Context: an optimization exercise on an open-source flow, tuned for small area. The choices shown serve that exercise and are no tape-out recipe.
Function was checked by simulation only, so behaviour that the tests miss may differ from the original.
The flow treats the clock pin as an ideal source, which a real chip does not have.
Power and IR drop assume default switching activity.

$ cat design/flow/flow/run.sh
#!/bin/bash
# Own flow: the standard ORFS layout (the standard.sh, standard synthesis
# unchanged) with these placement/CTS options changed:
#  - port buffers use the small sky130_fd_sc_hd__buf_1 cell (every input and
#    output port still gets its buffer)
#  - clock tree: no dummy loads, clkbuf_8 buffers driving up to 15 sinks
#  - after CTS, flow/downsize.tcl gives combinational cells the smallest drive
#    strength that keeps slews, capacitances and timing clean
# The make output goes to flow_make.log; ORFS keeps each step's log under orfs/logs.
set -euo pipefail
export BUFFER_PORTS_ARGS="-buffer_cell sky130_fd_sc_hd__buf_1"
export CTS_ARGS="-sink_clustering_enable -repair_clock_nets -dont_use_dummy_load -buf_list {sky130_fd_sc_hd__clkbuf_8} -sink_clustering_size 15 -sink_clustering_max_diameter 100"
export POST_CTS_TCL="$(pwd)/flow/downsize.tcl"
bash standard.sh finish > flow_make.log 2>&1
$ cat design/flow/flow/downsize.tcl
# POST_CTS hook: give each combinational cell the smallest drive strength of
# its family (same function, e.g. nand2_4 -> nand2_1) when the result keeps
# every slew and capacitance well inside the library limits and timing met.
# Flip-flops and clock-tree buffers are left alone. Placement is legalized
# again afterwards.
estimate_parasitics -placement
set ::ds_slew_limit 0.4
set ds_tried 0
set ds_done 0
proc ds_pin_slew_ok {inst} {

  foreach pin [get_pins -of_objects $inst -filter "direction == output"] {
    foreach p {slew_max_rise slew_max_fall} {
      set s [get_property $pin $p]
      if {![string is double -strict $s] || $s > $::ds_slew_limit} { return 0 }
    }
  }
  return 1
}
proc ds_timing_ok {} {
  if {[sta::max_slew_violation_count] > 0} { return 0 }
  if {[sta::max_capacitance_violation_count] > 0} { return 0 }
  if {[sta::worst_slack_cmd max] < 1.0e-9} { return 0 }
  if {[sta::worst_slack_cmd min] < 5.0e-11} { return 0 }
  return 1
}
set ds_dont_use $::env(DONT_USE_CELLS)
foreach inst [get_cells *] {
  set ref [get_property $inst ref_name]
  if {![regexp {^sky130_fd_sc_hd__([a-z0-9]+)_([0-9]+)$} $ref -> base drv]} { continue }
  if {$drv <= 1} { continue }
  if {[regexp {^(df|edf|sdf|sedf|dl|clk|tap|fill|decap|conb|diode|lpflow|probe)} $base]} { continue }
  set name [get_property $inst full_name]
  foreach d {0 1 2} {
    if {$d >= $drv} { break }
    set cand sky130_fd_sc_hd__${base}_$d
    if {[lsearch -exact $ds_dont_use $cand] >= 0} { continue }
    if {[llength [get_lib_cells -quiet */$cand]] == 0} { continue }
    incr ds_tried
    replace_cell $name $cand
    if {[ds_pin_slew_ok $inst] && [ds_timing_ok]} {
      incr ds_done
      puts "downsize: $name $ref -> $cand"
      break
    }
    replace_cell $name $ref
  }
}
puts "downsize: $ds_done of $ds_tried tried swaps kept"
detailed_placement
check_placement -verbose
estimate_parasitics -placement
$ cat design/flow/standard.sh
#!/bin/bash
# synth_recipe.tcl (not shown) runs the flow's synth.tcl, then flattens the netlist and writes it again
# the make line also repeats each setting of config.mk as NAME=value (left out here)
make -C /OpenROAD-flow-scripts/flow DESIGN_CONFIG=/design/flow/config.mk WORK_HOME=/design/flow/orfs CLKGATE_MAP_FILE= SYNTH_SCRIPT=/design/flow/synth_recipe.tcl "${@:-finish}"
$ cat design/flow/config.mk
export PLATFORM = sky130hd
export DESIGN_NAME = tiny16
export DESIGN_NICKNAME = tiny16
export VERILOG_FILES = /design/flow/design.v
export SDC_FILE = /design/flow/constraint.sdc
export NUM_CORES = 4
export LEC_CHECK = 0
export ABC_AREA = 1
export CAP_MARGIN = 20
export CORE_MARGIN = 2
export CORE_UTILIZATION = 40
export PLACE_DENSITY = 0.6
export SLEW_MARGIN = 20
$ cat design/flow/constraint.sdc
create_clock -name core_clock -period 10.0 [get_ports {clk}]
set_input_delay 2.0000 -clock core_clock [delete_from_list [all_inputs] [get_ports {clk}]]
set_output_delay 2.0000 -clock core_clock [all_outputs]
set_load 0.01 [all_outputs]
$ cat design/flow/design.v
module tiny16 (
    input  wire        clk,
    input  wire        rst,
    input  wire [15:0] start_pc,
    output wire        mem_valid,
    output wire [14:0] mem_addr,
    output wire [1:0]  mem_wstrb,
    output wire [15:0] mem_wdata,
    input  wire        mem_ready,
    input  wire [15:0] mem_rdata,
    output wire        uart_valid,
    output wire [7:0]  uart_data,
    output wire        halted,
    output wire        fault,
    output wire [15:0] fault_pc,
    output wire [4:0]  fault_op
);
    localparam OP_NOP  = 5'h00, OP_HALT = 5'h01, OP_LDI  = 5'h02, OP_MOV  = 5'h03,
               OP_ADD  = 5'h04, OP_SUB  = 5'h05, OP_AND  = 5'h06, OP_OR   = 5'h07,
               OP_XOR  = 5'h08, OP_NOT  = 5'h09, OP_SHL  = 5'h0A, OP_SHR  = 5'h0B,
               OP_ADDI = 5'h0C, OP_CMPI = 5'h0D, OP_CMP  = 5'h0E, OP_LD   = 5'h0F,
               OP_ST   = 5'h10, OP_LDB  = 5'h11, OP_STB  = 5'h12, OP_LDS  = 5'h13,
               OP_STS  = 5'h14, OP_JMP  = 5'h15, OP_JZ   = 5'h16, OP_JNZ  = 5'h17,
               OP_JC   = 5'h18, OP_JN   = 5'h19, OP_CALL = 5'h1A, OP_RET  = 5'h1B,
               OP_IN   = 5'h1C, OP_OUT  = 5'h1D;
    localparam S_INIT = 3'd0, S_FETCH = 3'd1, S_EX = 3'd2, S_SH = 3'd3,
               S_EXA  = 3'd4, S_MEM   = 3'd5, S_FIN = 3'd6, S_HALT = 3'd7;
    reg  [3:0]   ph;
    reg  [2:0]   st;
    reg  [2:0]   bc;         
    reg  [127:0] xr;         
    reg  [15:0]  pcr;        
    reg  [15:0]  tr;         
    reg  [15:0]  cr;         
    reg  [15:0]  mar;        
    reg  [15:0]  mdr;        
    reg  [15:0]  ir;
    reg          fz, fn, fc, fv;
    reg          irq;
    reg          ic;         
    reg          ac;         
    reg          tc;         
    reg          ge, nz;     
    reg          sw;         
    reg          sm;         
    wire p0  = (ph == 4'd0);
    wire p15 = (ph == 4'd15);
    wire [4:0] op = ir[15:11];
    wire [2:0] rd = ir[10:8];
    wire [2:0] rs = ir[7:5];
    wire op_illegal = (op[4:1] == 4'hF);
    wire op_wide = (op == OP_LDI) || (op == OP_LD) || (op == OP_ST) || (op == OP_LDB) ||
                   (op == OP_STB) || (op == OP_JMP) || (op == OP_JZ) || (op == OP_JNZ) ||
                   (op == OP_JC) || (op == OP_JN) || (op == OP_CALL) || (op == OP_IN) ||
                   (op == OP_OUT);
    wire op_shift = (op == OP_SHL) || (op == OP_SHR);
    wire op_mem   = (op == OP_LD) || (op == OP_ST) || (op == OP_LDB) || (op == OP_STB) ||
                    (op == OP_LDS) || (op == OP_STS) || (op == OP_CALL) || (op == OP_RET) ||
                    (op == OP_IN) || (op == OP_OUT);
    wire op_store = (op == OP_ST) || (op == OP_STB) || (op == OP_STS) || (op == OP_OUT) ||
                    (op == OP_CALL);
    wire op_ldreg = (op == OP_LD) || (op == OP_LDB) || (op == OP_LDS) || (op == OP_IN);
    wire op_kaddr = (op == OP_LD) || (op == OP_ST) || (op == OP_LDB) || (op == OP_STB) ||
                    (op == OP_IN) || (op == OP_OUT);
    wire op_sub   = (op == OP_SUB) || (op == OP_CMP) || (op == OP_CMPI);
    wire op_arith = (op == OP_ADD) || (op == OP_ADDI) || op_sub;
    wire op_flags = (op >= OP_LDI) && (op <= OP_CMP);
    wire op_wrd   = op_flags && (op != OP_CMP) && (op != OP_CMPI);
    wire op_byte  = (op == OP_LDB) || (op == OP_STB) ||
                    (((op == OP_IN) || (op == OP_OUT)) && (mar[15:8] == 8'hFF));
    wire [7:0] xt;
    genvar g;
    generate
        for (g = 0; g < 8; g = g + 1) begin : g_tap
            assign xt[g] = xr[16 * g];
        end
    endgenerate
    wire xd_t = xt[rd];
    wire xs_t = xt[rs];
    wire x7_t = xt[7];
    wire [15:0] sa      = mar + {14'd0, bc[1:0]};
    wire        s_mmio  = (sa[15:8] == 8'hFF);
    wire [7:0]  lane    = sa[0] ? mem_rdata[15:8] : mem_rdata[7:0];
    wire f_act   = (st == S_FETCH) && !bc[2];
    wire m_done  = (op_byte && op_store) ? bc[0] : bc[1];
    wire m_swap  = op_store && mar[0] && !sw;
    wire m_step  = (st == S_MEM) && !m_done && !m_swap;
    wire m_st    = m_step && op_store;
    wire zstep   = (st == S_MEM) && !op_store && op_byte && bc[0];
    wire s_tmr   = (sa[7:2] == 6'b000100);                
    wire tw_go   = m_st && s_mmio && s_tmr && (p0 || sm);   
    wire ld_act  = f_act || (m_step && !op_store);
    wire ser     = ld_act && (s_mmio || zstep);
    wire ram_rd  = ld_act && !ser;
    wire w_start = !sm && (ph[2:0] == 3'd0) && (zstep || (ph[3] == sa[0]));
    wire ser_sh  = ser && (sm || w_start);
    wire ser_end = ser_sh && (ph[2:0] == 3'd7);
    wire bload   = ram_rd && mem_ready;
    wire mmio_bit = !zstep && ((sa[7:0] == 8'h01) ||
                               (s_tmr && (sa[1] ? cr[0] : tr[0])) ||
                               ((sa[7:0] == 8'h14) && irq && (ph[2:0] == 3'd0)));
    wire req     = (ram_rd || m_st) && !s_mmio;
    wire b_done  = bload || ser_end ||
                   (m_st && (s_mmio ? (!s_tmr || (sm && p15)) : mem_ready));
    wire ir_ld   = f_act && (bc[1:0] == 2'd2) && (bload || (ser && w_start));
    assign mem_valid = req;
    assign mem_addr  = sa[15:1];
    assign mem_wstrb = (m_st && !s_mmio) ? (sa[0] ? 2'b10 : 2'b01) : 2'b00;
    assign mem_wdata = mdr;
    assign uart_valid = m_st && s_mmio && (sa[7:0] == 8'h00);
    assign uart_data  = mdr[7:0];
    assign halted   = (st == S_HALT);
    assign fault    = (ir[15:12] == 4'hF);
    assign fault_pc = mar;
    assign fault_op = ir[15:11];
    wire icin    = p0 ? 1'b0 : ic;
    wire inc_b   = op_wide ? (ph == 4'd2) : (ph == 4'd1);
    wire inc_out = mar[0] ^ inc_b ^ icin;
    wire inc_c   = (mar[0] & inc_b) | (icin & (mar[0] ^ inc_b));
    wire [2:0] imm_top = op[4] ? 3'd4 : 3'd7;
    wire [2:0] imm_sel = (ph > {1'b0, imm_top}) ? imm_top : ph[2:0];
    wire imm_b  = ir[imm_sel];
    reg  aa, ab;
    always @(*) begin
        case (op)
            OP_LDS:  begin aa = xs_t; ab = imm_b; end
            OP_STS:  begin aa = xd_t; ab = imm_b; end
            OP_CALL: begin aa = x7_t; ab = !p0; end             
            default: begin aa = x7_t; ab = (ph == 4'd1); end    
        endcase
    end
    wire acin = p0 ? 1'b0 : ac;
    wire aout = aa ^ ab ^ acin;
    wire a_c  = (aa & ab) | (acin & (aa ^ ab));
    reg  alu_b;
    always @(*) begin
        case (op)
            OP_LDI:           alu_b = mdr[0];
            OP_ADDI, OP_CMPI: alu_b = imm_b;
            default:          alu_b = xs_t;
        endcase
    end
    wire a_in = xd_t;
    wire bb   = op_sub ? !alu_b : alu_b;
    wire cin  = p0 ? op_sub : fc;
    wire sum  = a_in ^ bb ^ cin;
    wire cout = (a_in & bb) | (cin & (a_in ^ bb));
    wire [2:0] sh   = ir[2:0];
    wire [3:0] shl_i = 4'd0 - {1'b0, sh};
    wire       shr_t = mdr[sh];
    wire       shl_t = mdr[shl_i];
    wire [4:0] ph_sh = {1'b0, ph} + {2'b0, sh};
    wire       shr_y = shr_t && !ph_sh[4];
    wire       shl_y = shl_t && (ph >= {1'b0, sh});
    reg alu_y;
    always @(*) begin
        case (op)
            OP_LDI, OP_MOV:                      alu_y = alu_b;
            OP_ADD, OP_ADDI, OP_SUB, OP_CMP, OP_CMPI: alu_y = sum;
            OP_AND:                              alu_y = a_in & alu_b;
            OP_OR:                               alu_y = a_in | alu_b;
            OP_XOR:                              alu_y = a_in ^ alu_b;
            OP_NOT:                              alu_y = !a_in;
            OP_SHL:                              alu_y = shl_y;
            default:                             alu_y = shr_y;
        endcase
    end
    wire tcin   = p0 ? 1'b1 : tc;
    wire t_in   = tr[0] ^ tcin;
    wire ge_cur = p0 ? 1'b1 : ge;
    wire ge_nx  = (t_in != cr[0]) ? t_in : ge_cur;
    wire nz_nx  = (p0 ? 1'b0 : nz) | cr[0];
    wire tick = (st == S_EX) || (st == S_FIN);
    wire ld_y = mdr[0];
    wire ex_wr  = (st == S_EX) && op_wrd;
    wire fin_wr = (st == S_FIN) && op_ldreg;
    wire wr_y   = (st == S_FIN) ? ld_y : alu_y;
    wire x7_wr  = (st == S_EXA) && ((op == OP_CALL) || (op == OP_RET));
    wire init7  = (ph >= 4'd2) && (ph <= 4'd14);    
    reg [7:0] x_in;
    integer j;
    always @(*) begin
        for (j = 0; j < 8; j = j + 1) begin
            if (st == S_INIT)
                x_in[j] = (j == 7) ? init7 : 1'b0;
            else if ((ex_wr || fin_wr) && (rd == j))
                x_in[j] = wr_y;
            else if (x7_wr && (j == 7))
                x_in[j] = aout;
            else
                x_in[j] = xt[j];
        end
    end
    wire pc_in = (st == S_EXA) ? ((op == OP_CALL) ? mdr[0] : inc_out) : pcr[0];
    wire tw_bit = tw_go && (ph[3] == sa[0]);
    reg t_nx, c_nx;
    always @(*) begin
        t_nx = tr[0];
        c_nx = cr[0];
        if (st == S_INIT) begin
            t_nx = 1'b0;
            c_nx = 1'b0;
        end else if (tick) begin
            t_nx = t_in;
        end else if (tw_bit) begin
            if (sa[1]) c_nx = mdr[0];
            else       t_nx = mdr[0];
        end
    end
    reg mar_in, mar_sh;
    always @(*) begin
        mar_in = 1'b0;
        mar_sh = 1'b0;
        case (st)
            S_INIT: begin mar_sh = 1'b1; mar_in = start_pc[ph]; end
            S_EX: begin
                mar_sh = 1'b1;
                case (op)
                    OP_JMP:  mar_in = mdr[0];
                    OP_JZ:   mar_in = fz ? mdr[0] : inc_out;
                    OP_JNZ:  mar_in = !fz ? mdr[0] : inc_out;
                    OP_JC:   mar_in = fc ? mdr[0] : inc_out;
                    OP_JN:   mar_in = fn ? mdr[0] : inc_out;
                    default: mar_in = inc_out;
                endcase
            end
            S_EXA: begin
                mar_sh = 1'b1;
                if (op_kaddr)        mar_in = mdr[0];
                else if (op == OP_RET) mar_in = x7_t;
                else                 mar_in = aout;
            end
            S_FIN: begin mar_sh = 1'b1; mar_in = (op == OP_RET) ? mdr[0] : pcr[0]; end
            default: ;
        endcase
    end
    reg mdr_in, mdr_sh;
    always @(*) begin
        mdr_sh = 1'b0;
        mdr_in = mdr[0];
        case (st)
            S_SH:  begin mdr_sh = 1'b1; mdr_in = xd_t; end
            S_EX:  mdr_sh = 1'b1;
            S_EXA: begin
                mdr_sh = 1'b1;
                mdr_in = (op == OP_CALL) ? inc_out : xs_t;
            end
            S_FETCH: begin mdr_sh = ser_sh; mdr_in = mmio_bit; end
            S_MEM: begin mdr_sh = m_swap || tw_go || ser_sh; if (ser_sh) mdr_in = mmio_bit; end
            S_FIN: mdr_sh = 1'b1;
            default: ;
        endcase
    end
    always @(posedge clk) begin
        for (j = 0; j < 8; j = j + 1)
            xr[16 * j +: 16] <= {x_in[j], xr[16 * j + 1 +: 15]};
        pcr <= {pc_in, pcr[15:1]};
        tr  <= {t_nx, tr[15:1]};
        cr  <= {c_nx, cr[15:1]};
        if (mar_sh)
            mar <= {mar_in, mar[15:1]};
        if (ir_ld)
            ir <= mdr;
        if (bload)
            mdr <= {lane, mdr[15:8]};
        else if (mdr_sh)
            mdr <= {mdr_in, mdr[15:1]};
        ph <= ph + 4'd1;
        ic <= inc_c;
        ac <= a_c;
        tc <= tr[0] & tcin;
        ge <= ge_nx;
        nz <= nz_nx;
        if (st == S_INIT) begin
            fz <= 1'b0; fn <= 1'b0; fc <= 1'b0; fv <= 1'b0;
        end else if ((st == S_EX) && op_flags) begin
            fz <= (p0 ? 1'b1 : fz) & !alu_y;
            fn <= alu_y;
            if (op_arith) begin
                fc <= cout;
                fv <= (a_in ~^ bb) & (sum ^ a_in);
            end else begin
                fv <= 1'b0;
                if (op == OP_SHL) begin
                    if (p0) fc <= (sh != 3'd0) & shl_t;
                end else if (op == OP_SHR) begin
                    if (p15) fc <= (sh != 3'd0) & shr_t;
                end else begin
                    fc <= 1'b0;
                end
            end
        end else if (fin_wr) begin
            fz <= (p0 ? 1'b1 : fz) & !ld_y;
            fn <= ld_y;
            fc <= 1'b0;
            fv <= 1'b0;
        end
        if (st == S_INIT)
            irq <= 1'b0;
        else if (tick && p15 && nz_nx && ge_nx)
            irq <= 1'b1;
        else if (m_st && s_mmio && (sa[7:0] == 8'h14) && (mdr[7:0] == 8'h01))
            irq <= 1'b0;
        sm <= (tw_go && !p15) || (ser_sh && (ph[2:0] != 3'd7));
        case (st)
            S_INIT: begin
                bc <= 3'd0;
                sw <= 1'b0;
                if (p15) st <= S_FETCH;
            end
            S_FETCH: begin
                if (b_done)
                    bc <= bc + 3'd1;
                if (p15 && (bc[2] || (b_done && (bc[1:0] == 2'd3)))) begin
                    bc <= 3'd0;
                    st <= op_illegal ? S_HALT : op_shift ? S_SH : op_mem ? S_EXA : S_EX;
                end
            end
            S_SH: if (p15) st <= S_EX;
            S_EX: if (p15) st <= (op == OP_HALT) ? S_HALT : S_FETCH;
            S_EXA: if (p15) st <= S_MEM;
            S_MEM: begin
                if (b_done)
                    bc <= bc + 3'd1;
                if (m_swap && (ph == 4'd7))
                    sw <= 1'b1;
                if (p15 && (m_done || (b_done && ((op_byte && op_store) ? !bc[0] : bc[0]))))
                    st <= S_FIN;
            end
            S_FIN: begin
                if (p15) begin
                    st <= S_FETCH;
                    bc <= 3'd0;
                    sw <= 1'b0;
                end
            end
            default: ;
        endcase
        if (rst) begin
            st <= S_INIT;
            ph <= 4'd0;
        end
    end
endmodule
==> out/qor.txt, run 1 <==
==================================================================================
Initial antenna violation count .....................................            0
Number of filler cells placed in the layout .........................         2242
Main synth FF type ..................................................      dfxtp_1
Syn Nets ............................................................         1049
Max Fclk ............................................................      196 MHz
Pins Over Slew Limit ................................................            0
Cell at the slowest stage of the critical path ......................     edfxtp_1
Leakage power total .................................................      4.13 nW
Depth of the worst hold-timing path .................................            0
TritonCTS clock tree ................................................          yes
Detail Route met2 WL ................................................      9780 um
Port buffer count ...................................................          100
Most frequent cells in the layout ................................... 207 x nand2_1, 193 x dfxtp_1, 126 x nor2_1, 107 x inv_1, 100 x buf_1
Met1 Wirelength .....................................................     10000 um
Worst reg2reg startpoint ............................................        ph[0]
Crit path kind ......................................................      reg2out
Pin slew with the least headroom to its limit .......................     0.930 ns
Maximum single-stage delay on the critical path .....................      0.48 ns
P_sw ................................................................     0.431 mW
Outcome ............................................................. finished clean
Via count of the first global-routing pass ..........................         6364
Drt initial violations ..............................................          453
Maximum number of pins on one net before global-route repair ........           22
Crit path time final ................................................      5.11 ns
Power, Total ........................................................      1.70 mW
Number of storage elements in the synthesis netlist .................          245
Initial core utilization ............................................        0.407
Number of routed nets with antenna violations .......................            0
Synth Area per Inst .................................................   9.32 sq um
Pre-CTS setup slack .................................................      5.44 ns
Required @ worst endpoint ...........................................      8.00 ns
Area overhead of the layout relative to synthesis ...................        7.51%
Worst ir drop on vdd ................................................    0.0814 mV
Wire length after detailed routing ..................................     21600 um
Skew-Pair Late Insertion Delay ......................................      0.52 ns
Routed wire length on met3 ..........................................      1310 um
Worst clock skew on the final layout ................................    0.0589 ns
Family of cells with the greatest summed delay on the critical path . simple AND/OR/NAND/NOR gates
Antenna diode count .................................................            0
Sum of overflow across all layers after global routing ..............            0
Portion of total power attributed to combinational logic ............        0.091
Endpoint, Worst Hold ................................................      xr[120]
Residual DRC count ..................................................            0
Std-Cell Core Area ..................................................  22600 sq um
Switching fraction of total power ...................................        0.253
Die X ...............................................................       156 um
Share of synthesized area occupied by flip-flops and latches ........        0.589
Clock Sink Count ....................................................          245
Critical Path Fanout Max ............................................            5
Number of enable-type register cells in the synthesized netlist .....           52
Final Hold Fails ....................................................            0
Number of max-capacitance violations reported .......................            0
Critical path buffer and inverter count .............................            1
Number of vias after detailed routing ...............................         6842
CP arrival ..........................................................      3.11 ns
Post-detailed-route wirelength per cell .............................      15.8 um
Number of rows in the core area .....................................           55
Clock-pin transition on the worst setup and hold timing paths .......      0.09 ns
Critical R2R Capture ................................................       xr[63]
Fraction of layout instances using a drive strength above 1 .........       0.0250
Uppermost metal layer occupied by signal nets .......................         met4
Placer Congestion ...................................................        0.960
Synth async-reset ratio .............................................            0
Launch point of the worst hold path .................................      xr[121]
Sequential Power Share ..............................................        0.633
Setup slack after layout ............................................      4.89 ns
Proportion of power drawn by the clock network ......................        0.276
Total standard cell area after synthesis ............................   9210 sq um
Post-route clock period utilization .................................        0.511
Distinct cells, synth ...............................................           47
Hold Worst Slack ....................................................     0.308 ns
DP HPWL .............................................................     16100 um
Cell-internal power .................................................      1.27 mW
Count of warnings emitted by yosys ..................................            1
Area of the die .....................................................  24300 sq um
Chain of cells forming the critical path ............................ ha_1, fa_1, nand2_1, nor2_1, nand2_1, nand2_1, nand2_1, nand3_1, nor2_1, nand3_1, nand2_1, nor2_1, buf_1
Leading cell type in the layout, fill and taps excluded .............      nand2_1
Reg2Reg Setup Slack .................................................      5.63 ns
PD cells ............................................................  172 nW/um^2
Endpoint kind of the worst setup timing path ........................   output pin
GRT Util Overall ....................................................        0.179
RSZ-0062 raised after global routing ................................           no
Detailed-routing iteration count for the pre-antenna-repair pass ....            5
Number of cells on the worst reg-to-reg path ........................           20
Worst Hold Class ....................................................      reg2reg
Total Neg Setup Slack ...............................................         0 ns
Mapped Cells ........................................................          988
Number of setup violations in the final report ......................            0
Sort of element at the start of the critical path ...................     register
Global-route wire length before repair ..............................     34300 um
Cell type with the highest occurrence count on the critical path ....      nand2_1
Slew margin rel. ....................................................        0.378
Final #Nets .........................................................         1145
Overall die height ..................................................       156 um
Ratio of routed vias to standard cells ..............................         5.01
Top-level port count ................................................          101
==================================================================================
[state kept, by name (all words and copies together), names as in the netlist, 3 cells and up]
name and cells:
ir 16, ph 4, pcr 16, mar 16, cr 16, bc 3
mdr 16, st 3, tr 16, xr 128
[kinds of logic after synthesis]
family / count (synthesis) / share of synthesized area
flops: 245 / 0.589
buf+inv: 137 / 0.0632
xor+xnor: 8 / 0.00761
compound gates: 130 / 0.0833
simple gates: 442 / 0.218
fa+ha+maj: 26 / 0.0386
[area by class of cell]
type	count	area [sq um]	share of cell area
clock buffer	20	275	0.0278
inverter	110	414	0.0418
multi-input combinational	606	3050	0.308
sequential	245	5430	0.548
tap	285	357	0.0360
timing repair buffer	101	383	0.0387
[per-layer routing]
| layer | GRT usage | vias up |
|---|---|---|
| li1 | - | 3416 |
| met1 | 0.249 | 3159 |
| met2 | 0.291 | 227 |
| met3 | 0.0264 | 40 |
| met4 | 0.0516 | 0 |
| met5 | 0 | - |
[stage by stage]
step                instances  utilization  cell area [sq um]
floorplan                 988            -               9210
global placement         1347        0.432               9780
detailed placement       1347        0.432               9780
global route             1367        0.437               9900
finish                   1367        0.437               9900
[synthesized netlist by cell type, drive strengths merged (10+ instances only)]
cell,count,share of area
inv,107,0.044
a31oi,13,0.0088
a21oi,31,0.017
ha,22,0.030
edfxtp,52,0.17
nand4,19,0.015
nor2,129,0.059
o21ai,48,0.026
nand3,69,0.043
dfxtp,193,0.42
o22ai,10,0.0068
nand2,207,0.088
buf,20,0.015
[worst max-delay path by stage]
stage / startpoint / endpoint / slack [ns] / cells after the start
detailed placement: mar[0] / uart_valid / 5.44 / 14
floorplan: mar[0] / uart_valid / 5.72 / 13
finish: mar[0] / mem_wstrb[0] / 4.89 / 13
global route: mar[0] / uart_valid / 4.58 / 13
global placement: mar[0] / uart_valid / 5.52 / 14
[power groups by stage]
stage / sequential, mW / clock [mW] / combinational (mW)
final: 1.08 / 0.470 / 0.155
after global routing: 1.09 / 0.523 / 0.175
after detailed placement: 1.10 / 0 / 0.160
after global placement: 1.10 / 0 / 0.159
after floorplan: 1.10 / 0 / 0.100
==> run 2: changes to the inputs <==
--- a/design/flow/flow/run.sh
+++ b/design/flow/flow/run.sh
@@ -2,4 +2,7 @@
 # Own flow: the standard ORFS layout (the standard.sh, standard synthesis
 # unchanged) with these placement/CTS options changed:
+#  - after floorplan, flow/rmp.tcl re-maps the combinational logic for area
+#    with OpenROAD's restructure (ABC), using only cells the platform allows;
+#    registers are untouched
 #  - port buffers use the small sky130_fd_sc_hd__buf_1 cell (every input and
 #    output port still gets its buffer)
@@ -11,4 +14,5 @@
 export BUFFER_PORTS_ARGS="-buffer_cell sky130_fd_sc_hd__buf_1"
 export CTS_ARGS="-sink_clustering_enable -repair_clock_nets -dont_use_dummy_load -buf_list {sky130_fd_sc_hd__clkbuf_8} -sink_clustering_size 15 -sink_clustering_max_diameter 100"
+export POST_FLOORPLAN_TCL="$(pwd)/flow/rmp.tcl"
 export POST_CTS_TCL="$(pwd)/flow/downsize.tcl"
 bash standard.sh finish > flow_make.log 2>&1
==> design/flow/flow/rmp.tcl (new file) <==
# POST_FLOORPLAN hook: re-map the combinational logic for area with
# OpenROAD's restructure (ABC). Registers are not touched. ABC gets a copy of
# the platform liberty without the cells the flow must not use (the
# platform's don't-use list, and every lpflow/probe/diode/tap/fill/decap cell).
set rmp_src [lindex $::env(LIB_FILES) 0]
set rmp_lib $::env(OBJECTS_DIR)/rmp_filtered.lib
set rmp_skip {}
foreach c $::env(DONT_USE_CELLS) { dict set rmp_skip $c 1 }
set fi [open $rmp_src r]
set fo [open $rmp_lib w]
set rmp_drop 0
set rmp_dropped 0
while {[gets $fi line] >= 0} {
  if {!$rmp_drop && [regexp {^    cell \("?([A-Za-z0-9_]+)"?\)} $line -> cname]} {
    if {[dict exists $rmp_skip $cname] ||
        [regexp {lpflow|probe|diode|tapvpwrvgnd|fill_|decap|macro_sparecell|conb} $cname]} {
      set rmp_drop 1
      incr rmp_dropped
      continue
    }
  }
  if {$rmp_drop} {
    if {$line eq "    \}"} { set rmp_drop 0 }
    continue
  }
  puts $fo $line
}
close $fi
close $fo
puts "rmp: dropped $rmp_dropped cells from the liberty copy for restructure"
restructure -target area -liberty_file $rmp_lib \
  -tielo_port "sky130_fd_sc_hd__conb_1/LO" -tiehi_port "sky130_fd_sc_hd__conb_1/HI" \
  -work_dir $::env(OBJECTS_DIR) -abc_logfile $::env(LOG_DIR)/2_rmp_abc.log
==> run 2 against run 1 <==
  * Global-route usage fell by 2.4 points
  * Combinational power shrank about 30%
  * Die area is the same
  * Worst hold slack worse by 0.043 ns
  * Final area shrank 7.6%
  * Clock power shrank 2%
  * Routed wire length is 13% lower
  * First-iteration DRC count fell by 3.1%
  * Fmax is 32% lower
  * Clock skew increased by 0.024 ns
  * Largest cell class unchanged
  * Highest routed layer unchanged
==> out/qor.txt, run 2 <==
===============================================================================
Most frequent cell after synthesis ...............................      dfxtp_1
Post-detailed-route wirelength per cell ..........................      16.5 um   +4.4%
Proportion of netlist area held by the largest area contributor ..        0.419   unchanged
Std-Cell Core Area ...............................................  22600 sq um   unchanged
Required @ worst endpoint ........................................      8.00 ns   about the same
Combined area of the multi-input logic cells .....................   2350 sq um   -23%
Proportion of power drawn by the clock network ...................        0.284   +0.008
Number of vias after detailed routing ............................         5985   -13%
Residual DRC count ...............................................            0   unchanged
Detailed-routing iteration count for the pre-antenna-repair pass .            5   unchanged
Port buffer count ................................................          100   unchanged
Number of filler cells placed in the layout ......................         2152   -4.0%
Syn Nets .........................................................         1049   unchanged
Switching fraction of total power ................................        0.231   -0.0219
Critical R2R Capture .............................................       mdr[7]
Number of max-capacitance violations reported ....................            0   unchanged
Main synth FF type ...............................................      dfxtp_1
Sort of element at the start of the critical path ................     register
Mapped Cells .....................................................          988   unchanged
Total standard cell area after synthesis .........................   9210 sq um   unchanged
PD cells .........................................................  177 nW/um^2   +3.1%
GRT Util Overall .................................................        0.155   -0.0244
Synth Area per Inst ..............................................   9.32 sq um   unchanged
Most flops, register .............................................           xr
Sequential Power Share ...........................................        0.648   +0.015
Endpoint kind of the worst setup timing path .....................   output pin
Crit path time final .............................................      7.51 ns   +2.40 ns
Number of storage elements in the synthesis netlist ..............          245   unchanged
Pins Over Slew Limit .............................................            0   unchanged
Via count of the first global-routing pass .......................         5434   -15%
Clock-pin transition on the worst setup and hold timing paths ....      0.09 ns   about the same
Drt initial violations ...........................................          439   -3.1%
Placer Congestion ................................................        0.934   -2.6%
Cell type with the highest aggregate area in the netlist .........      dfxtp_1
Wire length after detailed routing ...............................     18800 um   -13%
Slew margin rel. .................................................        0.262   -0.116
RSZ-0062 raised after global routing .............................           no
Final #Nets ......................................................          890   -22%
DP HPWL ..........................................................     13500 um   -16%
Leakage power total ..............................................      3.07 nW   -26%
CP arrival .......................................................      5.51 ns   +2.40 ns
Global-route wire length before repair ...........................     29700 um   -13%
Initial core utilization .........................................        0.407   unchanged
TritonCTS clock tree .............................................          yes
Total Neg Setup Slack ............................................         0 ns   unchanged
Power, Total .....................................................      1.62 mW   -4.7%
Maximum number of pins on one net before global-route repair .....           26   +18%
Top-level port count .............................................          101   unchanged
Ratio of routed vias to standard cells ...........................         5.26   +5.1%
Worst Hold Class .................................................      reg2reg
Fraction of layout instances using a drive strength above 1 ......       0.0281   +0.00318
Setup slack after layout .........................................      2.49 ns   -2.40 ns
Sum of overflow across all layers after global routing ...........            0   unchanged
Top area cells in the synthesized netlist ........................ dfxtp_1 42%, edfxtp_1 17%, nand2_1 7.8%
Number of rows in the core area ..................................           55   unchanged
Final Hold Fails .................................................            0   unchanged
Outcome .......................................................... finished clean
Worst clock skew on the final layout .............................    0.0830 ns   +0.0241 ns
Number of cells on the worst reg-to-reg path .....................           17   -15%
Overall die height ...............................................       156 um   unchanged
Pin slew with the least headroom to its limit ....................      1.10 ns   +0.166 ns
Source of the critical timing path ...............................        bc[0]
Crit path kind ...................................................      reg2out
Critical Path Fanout Max .........................................            6   +1
Worst reg2reg startpoint .........................................        bc[0]
Post-route clock period utilization ..............................        0.751   +0.240
Portion of total power attributed to combinational logic .........        0.067   -0.024
Area of the die ..................................................  24300 sq um   unchanged
Area overhead of the layout relative to synthesis ................      -0.625%
Count of warnings emitted by yosys ...............................            1   unchanged
Leading cell type in the layout, fill and taps excluded ..........      dfxtp_1
Pre-CTS setup slack ..............................................      3.09 ns   -2.35 ns
Sequential cell area in the final layout .........................   5430 sq um   unchanged
Depth of the worst hold-timing path ..............................            0   unchanged
Number of routed nets with antenna violations ....................            0   unchanged
Die X ............................................................       156 um   unchanged
Max Fclk .........................................................      133 MHz   -32%
Launch point of the worst hold path ..............................      xr[125]
Number of setup violations in the final report ...................            0   unchanged
Cell-internal power ..............................................      1.25 mW   -1.9%
Distinct cells, synth ............................................           47   unchanged
Max reg flops ....................................................          128   unchanged
Worst ir drop on vdd .............................................     0.103 mV   +27%
Clock Sink Count .................................................          245   unchanged
Endpoint, Worst Hold .............................................      xr[124]
Antenna diode count ..............................................            0   unchanged
Initial antenna violation count ..................................            0   unchanged
Share of synthesized area occupied by flip-flops and latches .....        0.589   unchanged
Number of enable-type register cells in the synthesized netlist ..           52   unchanged
P_sw .............................................................     0.375 mW   -13%
Skew-Pair Late Insertion Delay ...................................      0.54 ns   +0.02 ns
Synth async-reset ratio ..........................................            0   unchanged
Reg2Reg Setup Slack ..............................................      3.32 ns   -2.31 ns
Most frequent cells in the layout ................................ 193 x dfxtp_1, 101 x buf_1, 93 x clkinv_1, 85 x nor2_1, 52 x edfxtp_1
Commonest cells in the synthesized netlist ....................... 193 x dfxtp_1, 192 x nand2_1, 116 x nor2_1
===============================================================================
==> run 2: cell counts after synthesis <==
Identical to the previous run, type by type.
==> run 2: cell type report <==
type	instances	area share
well taps	285	0.0390
inverters	93	0.0381
repair buffers	104	0.0431
clock buffers	20	0.0301
flip-flops and latches	245	0.593
multi-input cells	391	0.257
==> run 2: worst max-delay path by stage <==
stage               slack [ns]    endpoint  cells past startpoint
floorplan                 5.72  uart_valid                     13
global placement          3.24  uart_valid                     17
detailed placement        3.09  uart_valid                     17
global route              1.89  uart_valid                     17
finish                    2.49  uart_valid                     17
==> run 2: logic make-up after synthesis <==
| kind of cell | after synthesis | share of synthesized area |
|---|---|---|
| compound gates | 130 | 0.0833 |
| simple gates | 442 | 0.218 |
| flops | 245 | 0.589 |
| xor+xnor | 8 | 0.00761 |
| buf+inv | 137 | 0.0632 |
| fa+ha+maj | 26 | 0.0386 |
==> run 2: power by group through the flow <==
stage	clock network (mW)	logic (mW)	registers, mW
3_5_place_dp	0	0.109	1.08
6_report	0.462	0.109	1.05
3_3_place_gp	0	0.109	1.08
2_1_floorplan	0	0.100	1.10
5_1_grt	0.526	0.121	1.06
==> run 2: critical path, cell delays in order, from the launching register on <==
cell and delay [ns]:
edfxtp_1 0.42, clkinv_1 0.19, nor2_1 0.27, a21oi_1 0.13
nor3_1 0.39, and3_1 0.32, nand3_1 0.18, nor4_1 0.45
and3_1 0.30, nand2_1 0.09, nor2_1 0.17, a2bb2oi_1 0.22
nand3_1 0.10, nor4_1 0.84, clkinv_1 0.30, nor2_1 0.24
nor4bb_1 0.22, buf_1 0.19
==> run 2: layer usage <==
layer  GRT usage  up-vias  wire (um)
li1            -     2918          -
met1       0.225     2793       8940
met2       0.236      240       8230
met3      0.0231       34       1150
met4      0.0511        0        465
met5           0        -          0
==> run 2: per-stage QoR <==
stage / utilization / instance area, sq um / hold WS (ns) / instances
detailed placement: 0.393 / 8890 / 0.312 / 1118
global route: 0.404 / 9150 / 0.267 / 1138
global placement: 0.393 / 8890 / 0.311 / 1118
floorplan: - / 9210 / 0.310 / 988
finish: 0.404 / 9150 / 0.265 / 1138
==> run 3: changes to the inputs <==
==> design/flow/flow/run.sh (replaced) <==
#!/bin/bash
# Own flow: the standard ORFS layout (the standard.sh, standard synthesis
# unchanged) with these placement/CTS options changed:
#  - after floorplan, flow/rmp.tcl re-maps the combinational logic for area
#    with two passes of OpenROAD restructure (ABC), using only cells the platform allows;
#    registers are untouched
#  - port buffers use the small sky130_fd_sc_hd__buf_1 cell (every input and
#    output port still gets its buffer)
#  - clock tree: no dummy loads, clkbuf_4 buffers driving up to 9 sinks
#  - after CTS, flow/downsize.tcl gives combinational cells the smallest drive
#    strength that keeps slews, capacitances and timing clean
# The make output goes to flow_make.log; ORFS keeps each step's log under orfs/logs.
set -euo pipefail
export BUFFER_PORTS_ARGS="-buffer_cell sky130_fd_sc_hd__buf_1"
export CTS_ARGS="-sink_clustering_enable -repair_clock_nets -dont_use_dummy_load -buf_list {sky130_fd_sc_hd__clkbuf_4} -sink_clustering_size 9 -sink_clustering_max_diameter 55"
export POST_FLOORPLAN_TCL="$(pwd)/flow/rmp.tcl"
export POST_CTS_TCL="$(pwd)/flow/downsize.tcl"
bash standard.sh finish > flow_make.log 2>&1
--- a/design/flow/flow/rmp.tcl
+++ b/design/flow/flow/rmp.tcl
@@ -29,5 +29,7 @@
 close $fo
 puts "rmp: dropped $rmp_dropped cells from the liberty copy for restructure"
+foreach rmp_pass {1 2} {
 restructure -target area -liberty_file $rmp_lib \
   -tielo_port "sky130_fd_sc_hd__conb_1/LO" -tiehi_port "sky130_fd_sc_hd__conb_1/HI" \
   -work_dir $::env(OBJECTS_DIR) -abc_logfile $::env(LOG_DIR)/2_rmp_abc.log
+}
==> run 3 against run 2 <==
  * Non-clock buffer count grew 1
  * First-iteration DRC count up 24%
  * Combinational power increased by 7%
  * Sequential power barely moved
  * Core utilization decreased by 0.38 points
  * Final area is 0.93% lower
  * Worst hold slack better by 0.0071 ns
  * Routed wire length grew 11%
  * Largest power group unchanged
==> out/qor.txt, run 3 <==
===============================================================================
Outcome .......................................................... finished clean
Top area cells in the synthesized netlist ........................ dfxtp_1 42%, edfxtp_1 17%, nand2_1 7.8%
TritonCTS clock tree .............................................          yes
Number of setup violations in the final report ...................            0   unchanged
Crit path kind ...................................................      reg2out
Maximum single-stage delay on the critical path ..................      0.55 ns   -0.29 ns
Residual DRC count ...............................................            0   unchanged
Slew margin rel. .................................................        0.485   +0.222
Initial core utilization .........................................        0.407   unchanged
Pin slew with the least headroom to its limit ....................     0.768 ns   -0.328 ns
Total standard cell area after synthesis .........................   9210 sq um   unchanged
DP HPWL ..........................................................     15100 um   +12%
Ratio of routed vias to standard cells ...........................         5.39   +2.5%
Global-route wire length before repair ...........................     32700 um   +9.8%
Cell type with the highest aggregate area in the netlist .........      dfxtp_1
RSZ-0062 raised after global routing .............................           no
Post-synthesis compound-gate area fraction .......................       0.0833   unchanged
Endpoint kind of the worst setup timing path .....................   output pin
Combined area of the multi-input logic cells .....................   2300 sq um   -2.2%
Top-level port count .............................................          101   unchanged
Initial antenna violation count ..................................            2   +2
Number of enable-type register cells in the synthesized netlist ..           52   unchanged
Share of synthesized cell area in and, or, nand and nor gates ....        0.218   unchanged
Switching fraction of total power ................................        0.244   +0.0131
Placer Congestion ................................................        0.928   -0.65%
Mapped Cells .....................................................          988   unchanged
Main synth FF type ...............................................      dfxtp_1
Post-layout util .................................................        0.401   -0.00376
Hold Worst Slack .................................................     0.272 ns   +0.00714 ns
Overall die height ...............................................       156 um   unchanged
Dominant combinational cell family by area after synthesis ....... simple AND/OR/NAND/NOR gates
Via count of the first global-routing pass .......................         5948   +9.5%
Crit path time final .............................................      6.71 ns   -0.796 ns
Max reg flops ....................................................          128   unchanged
Port buffer count ................................................          100   unchanged
Proportion of netlist area held by the largest area contributor ..        0.419   unchanged
Sequential cell area in the final layout .........................   5430 sq um   unchanged
Pins Over Slew Limit .............................................            0   unchanged
Drt initial violations ...........................................          544   +24%
Number of rows in the core area ..................................           55   unchanged
Post-Place Cell Area .............................................   8830 sq um   -0.68%
CP arrival .......................................................      4.71 ns   -0.80 ns
Maximum number of pins on one net before global-route repair .....           23   -12%
Most flops, register .............................................           xr
P_sw .............................................................     0.397 mW   +5.8%
Most frequent cells in the layout ................................ 193 x dfxtp_1, 102 x buf_1, 87 x clkinv_1, 81 x nor2_1, 64 x o22ai_1
Adder-cell area share of the yosys netlist .......................       0.0386   unchanged
Commonest cells in the synthesized netlist ....................... 193 x dfxtp_1, 192 x nand2_1, 116 x nor2_1
Wire length after detailed routing ...............................     20900 um   +11%
Number of vias after detailed routing ............................         6200   +3.6%
Share of synthesized area occupied by flip-flops and latches .....        0.589   unchanged
Die X ............................................................       156 um   unchanged
Sequential Power Share ...........................................        0.650   +0.002
Power, Total .....................................................      1.63 mW   +0.12%
Worst ir drop on vdd .............................................    0.0853 mV   -17%
Sort of element at the start of the critical path ................     register
Number of cells on the worst reg-to-reg path .....................           18   +1
Syn Nets .........................................................         1049   unchanged
Number of storage elements in the synthesis netlist ..............          245   unchanged
Portion of total power attributed to combinational logic .........        0.072   +0.005
Distinct cells, synth ............................................           47   unchanged
Leakage power total ..............................................      3.09 nW   +0.58%
Post-Layout Inst Area ............................................   9070 sq um   -0.93%
Post-route non-filler standard cell count ........................         1150   +1.1%
Post-route clock period utilization ..............................        0.671   -0.0796
Number of max-capacitance violations reported ....................            0   unchanged
Leading cell type in the layout, fill and taps excluded ..........      dfxtp_1
Instance count after placement with tap cells included ...........         1114   -0.36%
Clock-pin transition on the worst setup and hold timing paths ....      0.10 ns   about the same
Area of the die ..................................................  24300 sq um   unchanged
Sum of overflow across all layers after global routing ...........            0   unchanged
Fraction of layout instances using a drive strength above 1 ......       0.0429   +0.0147
Cell at the slowest stage of the critical path ...................       nor4_1
Setup slack after layout .........................................      3.29 ns   +0.796 ns
Mux contribution to synthesized area .............................            0   unchanged
Synth Area per Inst ..............................................   9.32 sq um   unchanged
Total Neg Setup Slack ............................................         0 ns   unchanged
Synth async-reset ratio ..........................................            0   unchanged
Area overhead of the layout relative to synthesis ................       -1.55%
Post-detailed-route wirelength per cell ..........................      18.2 um   +10%
Required @ worst endpoint ........................................      8.00 ns   about the same
Cell-internal power ..............................................      1.23 mW   -1.6%
Pre-CTS setup slack ..............................................      3.98 ns   +0.898 ns
Critical Path Fanout Max .........................................            6   unchanged
Max Fclk .........................................................      149 MHz   +12%
PD cells .........................................................  179 nW/um^2   +1.1%
Skew-Pair Late Insertion Delay ...................................      0.61 ns   +0.07 ns
Detailed-routing iteration count for the pre-antenna-repair pass .            5   unchanged
Proportion of power drawn by the clock network ...................        0.278   -0.006
Std-Cell Core Area ...............................................  22600 sq um   unchanged
Worst clock skew on the final layout .............................     0.106 ns   +0.0234 ns
Final #Nets ......................................................          900   +1.1%
GRT Util Overall .................................................        0.174   +0.0198
Number of routed nets with antenna violations ....................            0   unchanged
Worst Hold Class .................................................      reg2reg
Clock Sink Count .................................................          245   unchanged
Final Hold Fails .................................................            0   unchanged
Most frequent cell after synthesis ...............................      dfxtp_1
Post-Synth XOR/XNOR Area .........................................      0.00761   unchanged
Chain of cells forming the critical path ......................... clkinv_1, nor2_1, a21oi_1, nor3_1, nand3_1, clkinv_1, nand3_1, nor4_1, and3_1, nand2_1, nor2_1, a2bb2oi_1, nand4_1, or2_0, nor4_1, buf_1
Depth of the worst hold-timing path ..............................            0   unchanged
Number of filler cells placed in the layout ......................         2227   +3.5%
Count of warnings emitted by yosys ...............................            1   unchanged
===============================================================================
run 3: path summary, 6_finish.rpt:
path,slack (ns),endpoint,from
hold reg to reg,0.27,cr[1],cr[2]
setup / recovery,3.29,uart_valid,bc[0]
hold / removal,0.27,cr[1],cr[2]
setup reg to reg,4.02,mdr[14],bc[0]
run 3: layer usage:
layer,vias to the layer above,share of wire,global-route usage
met4,2,0.037,0.0830
met3,54,0.073,0.0378
met1,2916,0.46,0.239
li1,2947,-,-
met2,281,0.43,0.263
met5,-,0.00062,0
run 3: layout make-up:
type	count	share of cell area
multi-input cells	392	0.254
diodes	2	0.000552
well taps	285	0.0393
repair buffers	105	0.0439
flip-flops and latches	245	0.598
inverters	87	0.0360
clock buffers	34	0.0281
run 3: power by group through the flow:
stage | Combinational, mW | Sequential (mW) | Clock [mW]
floorplan | 0.100 | 1.10 | 0
global route | 0.128 | 1.06 | 0.520
finish | 0.117 | 1.06 | 0.452
detailed placement | 0.116 | 1.08 | 0
global placement | 0.116 | 1.08 | 0
run 3: worst max-delay path: cells and delay by family (launching register included):
family | cells | cell delay, ns
compound gates | 2 | 0.34
buf+inv | 3 | 0.50
flops | 1 | 0.41
simple gates | 11 | 2.83
run 3: kinds of logic after synthesis:
kind of cell / Yosys count
DFF: 245
xor gates and xnor gates: 8
AOI/OAI and AO/OA: 130
adders and majority gates: 26
and+or+nand+nor: 442
buffers and inverters: 137
==> run 4: changes to the inputs <==
--- a/design/flow/design.v
+++ b/design/flow/design.v
@@ -39,9 +39,11 @@
     reg          irq;
     reg          ic;         
-    reg          ac;         
-    reg          tc;         
-    reg          ge, nz;     
-    reg          sw;         
-    reg          sm;         
+    reg          c2;         
+    reg          gs;         
+    reg          ns;         
+    wire         sw = gs;
+    wire         sm = ns;
+    wire         ge = gs;
+    wire         nz = ns;
     wire p0  = (ph == 4'd0);
     wire p15 = (ph == 4'd15);
@@ -130,5 +132,5 @@
         endcase
     end
-    wire acin = p0 ? 1'b0 : ac;
+    wire acin = p0 ? 1'b0 : c2;
     wire aout = aa ^ ab ^ acin;
     wire a_c  = (aa & ab) | (acin & (aa ^ ab));
@@ -166,5 +168,5 @@
         endcase
     end
-    wire tcin   = p0 ? 1'b1 : tc;
+    wire tcin   = p0 ? 1'b1 : c2;
     wire t_in   = tr[0] ^ tcin;
     wire ge_cur = p0 ? 1'b1 : ge;
@@ -268,8 +270,5 @@
         ph <= ph + 4'd1;
         ic <= inc_c;
-        ac <= a_c;
-        tc <= tr[0] & tcin;
-        ge <= ge_nx;
-        nz <= nz_nx;
+        c2 <= (st == S_EXA) ? a_c : (tr[0] & tcin);
         if (st == S_INIT) begin
             fz <= 1'b0; fn <= 1'b0; fc <= 1'b0; fv <= 1'b0;
@@ -302,9 +301,17 @@
         else if (m_st && s_mmio && (sa[7:0] == 8'h14) && (mdr[7:0] == 8'h01))
             irq <= 1'b0;
-        sm <= (tw_go && !p15) || (ser_sh && (ph[2:0] != 3'd7));
+        if (tick)
+            ns <= nz_nx && !p15;
+        else
+            ns <= (tw_go && !p15) || (ser_sh && (ph[2:0] != 3'd7));
+        if ((st == S_INIT) || (st == S_EXA))
+            gs <= 1'b0;
+        else if (tick)
+            gs <= ge_nx;
+        else if ((st == S_MEM) && m_swap && (ph == 4'd7))
+            gs <= 1'b1;
         case (st)
             S_INIT: begin
                 bc <= 3'd0;
-                sw <= 1'b0;
                 if (p15) st <= S_FETCH;
             end
@@ -323,6 +330,4 @@
                 if (b_done)
                     bc <= bc + 3'd1;
-                if (m_swap && (ph == 4'd7))
-                    sw <= 1'b1;
                 if (p15 && (m_done || (b_done && ((op_byte && op_store) ? !bc[0] : bc[0]))))
                     st <= S_FIN;
@@ -332,5 +337,4 @@
                     st <= S_FETCH;
                     bc <= 3'd0;
-                    sw <= 1'b0;
                 end
             end
==> run 4 against run 3 <==
  * Core utilization down 0.15 points
  * Via count down 3.3%
  * Worst hold slack better by 0.0096 ns
  * Critical endpoint unchanged
  * Die area down 0.99%
  * Still clean
  * Synthesized cell count down 1.3%
  * Register-to-register slack better by 0.20 ns
  * Critical path type unchanged
  * Critical path depth down 3
  * Sequential power up 7%
==> out/qor.txt, run 4 <==
===============================================================================
Worst Hold Class .................................................      reg2reg
Crit path time final .............................................      6.04 ns   -0.674 ns
Total Neg Setup Slack ............................................         0 ns   unchanged
Sequential cell area in the final layout .........................   5360 sq um   -1.3%
Initial core utilization .........................................        0.405   -0.00168
Die X ............................................................       155 um   -0.50%
Post-layout util .................................................        0.399   -0.00150
Max reg flops ....................................................          128   unchanged
Initial antenna violation count ..................................            1   -1
Final Hold Fails .................................................            0   unchanged
Most flops, register .............................................           xr
Count of warnings emitted by yosys ...............................            1   unchanged
Worst ir drop on vdd .............................................    0.0758 mV   -11%
Most frequent cell after synthesis ...............................      dfxtp_1
Area overhead of the layout relative to synthesis ................       -1.51%   about the same
Switching fraction of total power ................................        0.282   +0.0382
Synth Area per Inst ..............................................   9.35 sq um   +0.30%
Placer Congestion ................................................        0.919   -1.0%
Number of routed nets with antenna violations ....................            0   unchanged
Most frequent cells in the layout ................................ 191 x dfxtp_1, 101 x buf_1, 96 x clkinv_1, 74 x nor2_1, 59 x o22ai_1
Wire length after detailed routing ...............................     19100 um   -8.9%
Syn Nets .........................................................         1036   -1.2%
DP HPWL ..........................................................     13800 um   -8.4%
TritonCTS clock tree .............................................          yes
PD cells .........................................................  202 nW/um^2   +12%
Ratio of routed vias to standard cells ...........................         5.22   -3.2%
Max Fclk .........................................................      166 MHz   +11%
Number of enable-type register cells in the synthesized netlist ..           51   -1.9%
Cell-internal power ..............................................      1.30 mW   +5.7%
Cell type with the highest aggregate area in the netlist .........      dfxtp_1
Main synth FF type ...............................................      dfxtp_1
Hold Worst Slack .................................................     0.282 ns   +0.00962 ns
Instance count after placement with tap cells included ...........         1114   unchanged
Fraction of layout instances using a drive strength above 1 ......       0.0407   -0.00218
Top area cells in the synthesized netlist ........................ dfxtp_1 42%, edfxtp_1 17%, nand2_1 6.6%
Number of filler cells placed in the layout ......................         2176   -2.3%
Skew-Pair Late Insertion Delay ...................................      0.67 ns   +0.06 ns
Via count of the first global-routing pass .......................         5526   -7.1%
Critical R2R Capture .............................................        st[2]
Number of rows in the core area ..................................           55   unchanged
RSZ-0062 raised after global routing .............................           no
GRT Util Overall .................................................        0.156   -0.0181
CP arrival .......................................................      4.04 ns   -0.67 ns
Launch point of the worst hold path ..............................      xr[104]
Critical Path Fanout Max .........................................            7   +1
Drt initial violations ...........................................          381   -30%
Number of cells on the worst reg-to-reg path .....................           18   unchanged
Residual DRC count ...............................................            0   unchanged
Worst clock skew on the final layout .............................    0.0731 ns   -0.0332 ns
Port buffer count ................................................          100   unchanged
Pin slew with the least headroom to its limit ....................     0.992 ns   +0.223 ns
Leading cell type in the layout, fill and taps excluded ..........      dfxtp_1
Global-route wire length before repair ...........................     30100 um   -7.9%
Overall die height ...............................................       155 um   -0.50%
Sequential Power Share ...........................................        0.625   -0.025
Mapped Cells .....................................................          975   -1.3%
Worst reg2reg startpoint .........................................        st[0]
Post-route clock period utilization ..............................        0.604   -0.0674
Portion of total power attributed to combinational logic .........        0.140   +0.068
Depth of the worst hold-timing path ..............................            0   unchanged
Distinct cells, synth ............................................           52   +11%
Slew margin rel. .................................................        0.335   -0.149
Proportion of power drawn by the clock network ...................        0.235   -0.043
Clock-pin transition on the worst setup and hold timing paths ....      0.09 ns   about the same
Total standard cell area after synthesis .........................   9120 sq um   -1.0%
Final #Nets ......................................................          897   -0.33%
Post-route non-filler standard cell count ........................         1148   -0.17%
Detailed-routing iteration count for the pre-antenna-repair pass .            5   unchanged
Std-Cell Core Area ...............................................  22500 sq um   -0.61%
Pins Over Slew Limit .............................................            0   unchanged
Maximum number of pins on one net before global-route repair .....           26   +13%
Proportion of netlist area held by the largest area contributor ..        0.419   about the same
Share of synthesized area occupied by flip-flops and latches .....        0.587   -0.00162
Outcome .......................................................... finished clean
Endpoint kind of the worst setup timing path .....................   output pin
Commonest cells in the synthesized netlist ....................... 191 x dfxtp_1, 160 x nand2_1, 119 x nor2_1
Leakage power total ..............................................      3.01 nW   -2.7%
Synth async-reset ratio ..........................................            0   unchanged
P_sw .............................................................     0.511 mW   +29%
Sum of overflow across all layers after global routing ...........            0   unchanged
Endpoint, Worst Hold .............................................      xr[103]
Combined area of the multi-input logic cells .....................   2280 sq um   -1.0%
Required @ worst endpoint ........................................      8.00 ns   about the same
Number of setup violations in the final report ...................            0   unchanged
Reg2Reg Setup Slack ..............................................      4.22 ns   +0.20 ns
Area of the die ..................................................  24000 sq um   -0.99%
Crit path kind ...................................................      reg2out
Clock Sink Count .................................................          242   -1.2%
Sort of element at the start of the critical path ................     register
Number of vias after detailed routing ............................         5993   -3.3%
Number of storage elements in the synthesis netlist ..............          242   -1.2%
Post-detailed-route wirelength per cell ..........................      16.6 um   -8.7%
Number of max-capacitance violations reported ....................            0   unchanged
Top-level port count .............................................          101   unchanged
===============================================================================
[run 4: cell types whose count changed in the layout (fill, tap and decap cells not counted), moves of 7 or more]
cell      delta
o21ai_0     +16
nor4_1      -12
a21oi_1     -10
clkinv_1     +9
o221a_1      -9
or2_0        -9
o221ai_1     +8
nor2_1       -7
o22a_1       -7
[run 4: power groups by stage]
stage / clock, mW / combinational, mW / sequential, mW
global route: 0.491 / 0.281 / 1.14
global placement: 0 / 0.253 / 1.15
finish: 0.425 / 0.254 / 1.13
floorplan: 0 / 0.265 / 1.21
detailed placement: 0 / 0.253 / 1.15
[run 4: final cells by class]
| class | count | share of cell area |
|---|---|---|
| multi-input combinational | 388 | 0.254 |
| inverter | 96 | 0.0401 |
| clock buffer | 31 | 0.0259 |
| sequential | 242 | 0.596 |
| timing repair buffer | 103 | 0.0433 |
| tap | 285 | 0.0397 |
| antenna | 3 | 0.000836 |
[run 4: metrics by stage]
stage / total power, mW / cell area (sq um) / setup slack [ns]
2_1_floorplan: 1.48 / 9120 / 5.74
3_3_place_gp: 1.41 / 8750 / 4.59
3_5_place_dp: 1.41 / 8750 / 4.37
5_1_grt: 1.92 / 8980 / 3.55
6_report: 1.81 / 8980 / 3.96
[run 4: worst max path at each step]
stage / start / endpoint / slack (ns) / cells past startpoint
after global placement: ir[14] / uart_valid / 4.59 / 13
after floorplan: mar[0] / mem_valid / 5.74 / 10
after detailed placement: st[0] / st[2] / 4.37 / 18
final: ir[14] / uart_valid / 3.96 / 13
after global routing: bc[1] / mem_addr[14] / 3.55 / 18
[run 4: critical path, cell delays in order, from the launching register on]
cell and delay [ns]:
edfxtp_1 0.49, clkinv_1 0.22, nor2_1 0.41, nand3_1 0.28
nor2_1 0.34, a2111oi_0 0.14, buf_1 0.19, or2_0 0.27
nand2_1 0.09, o2111ai_1 0.16, nor2_1 0.20, clkinv_1 0.14
nor4_1 0.21, buf_1 0.19
[run 4: layer usage]
metal | global-route usage | vias up | routed length (um)
li1 | - | 2939 | -
met1 | 0.218 | 2774 | 8830
met2 | 0.243 | 242 | 8460
met3 | 0.0248 | 38 | 1220
met4 | 0.0631 | 0 | 548
met5 | 0 | - | 0
[run 4: kinds of logic (layout without fill, tap and decap cells)]
family	after synthesis	after routing	share of synthesized area
AOI/OAI and AO/OA	161	224	0.107
xor gates and xnor gates	10	1	0.00961
adders and majority gates	26	0	0.0390
buffers and inverters	146	230	0.0670
DFF	242	242	0.587
other	0	3	0
and+or+nand+nor	390	163	0.190

## what the ideal ports hide
The flow's constraints put no driver on any port. The routed layouts listed below were extracted and timed again, unchanged, in two steps.
Step 1 assumes that a clkbuf_16 drives the clock port and a buf_2 every other input.
Step 2 also shifts input and output timing later by t, the mid clock arrival at the registers, as if the neighbouring blocks saw the same clock.
Three values: ideal, step 1, step 2; two values: the first two.
run	shift t [ns]	setup WS [ns]	worst setup path at the end	worst slew at a driven data input, ns	pins driven straight from the clock port
run 1	0.539	4.892 / 4.847 / 5.387	register to output	0.04	1
run 2	0.541	2.494 / 2.452 / 2.993	register to output	0.04	1
run 3	0.608	3.290 / 3.245 / 3.853	register to output	0.03	1
run 4	0.679	3.964 / 3.923 / 4.222	register to register	0.03	1
After both steps setup and hold are still met in every run listed.
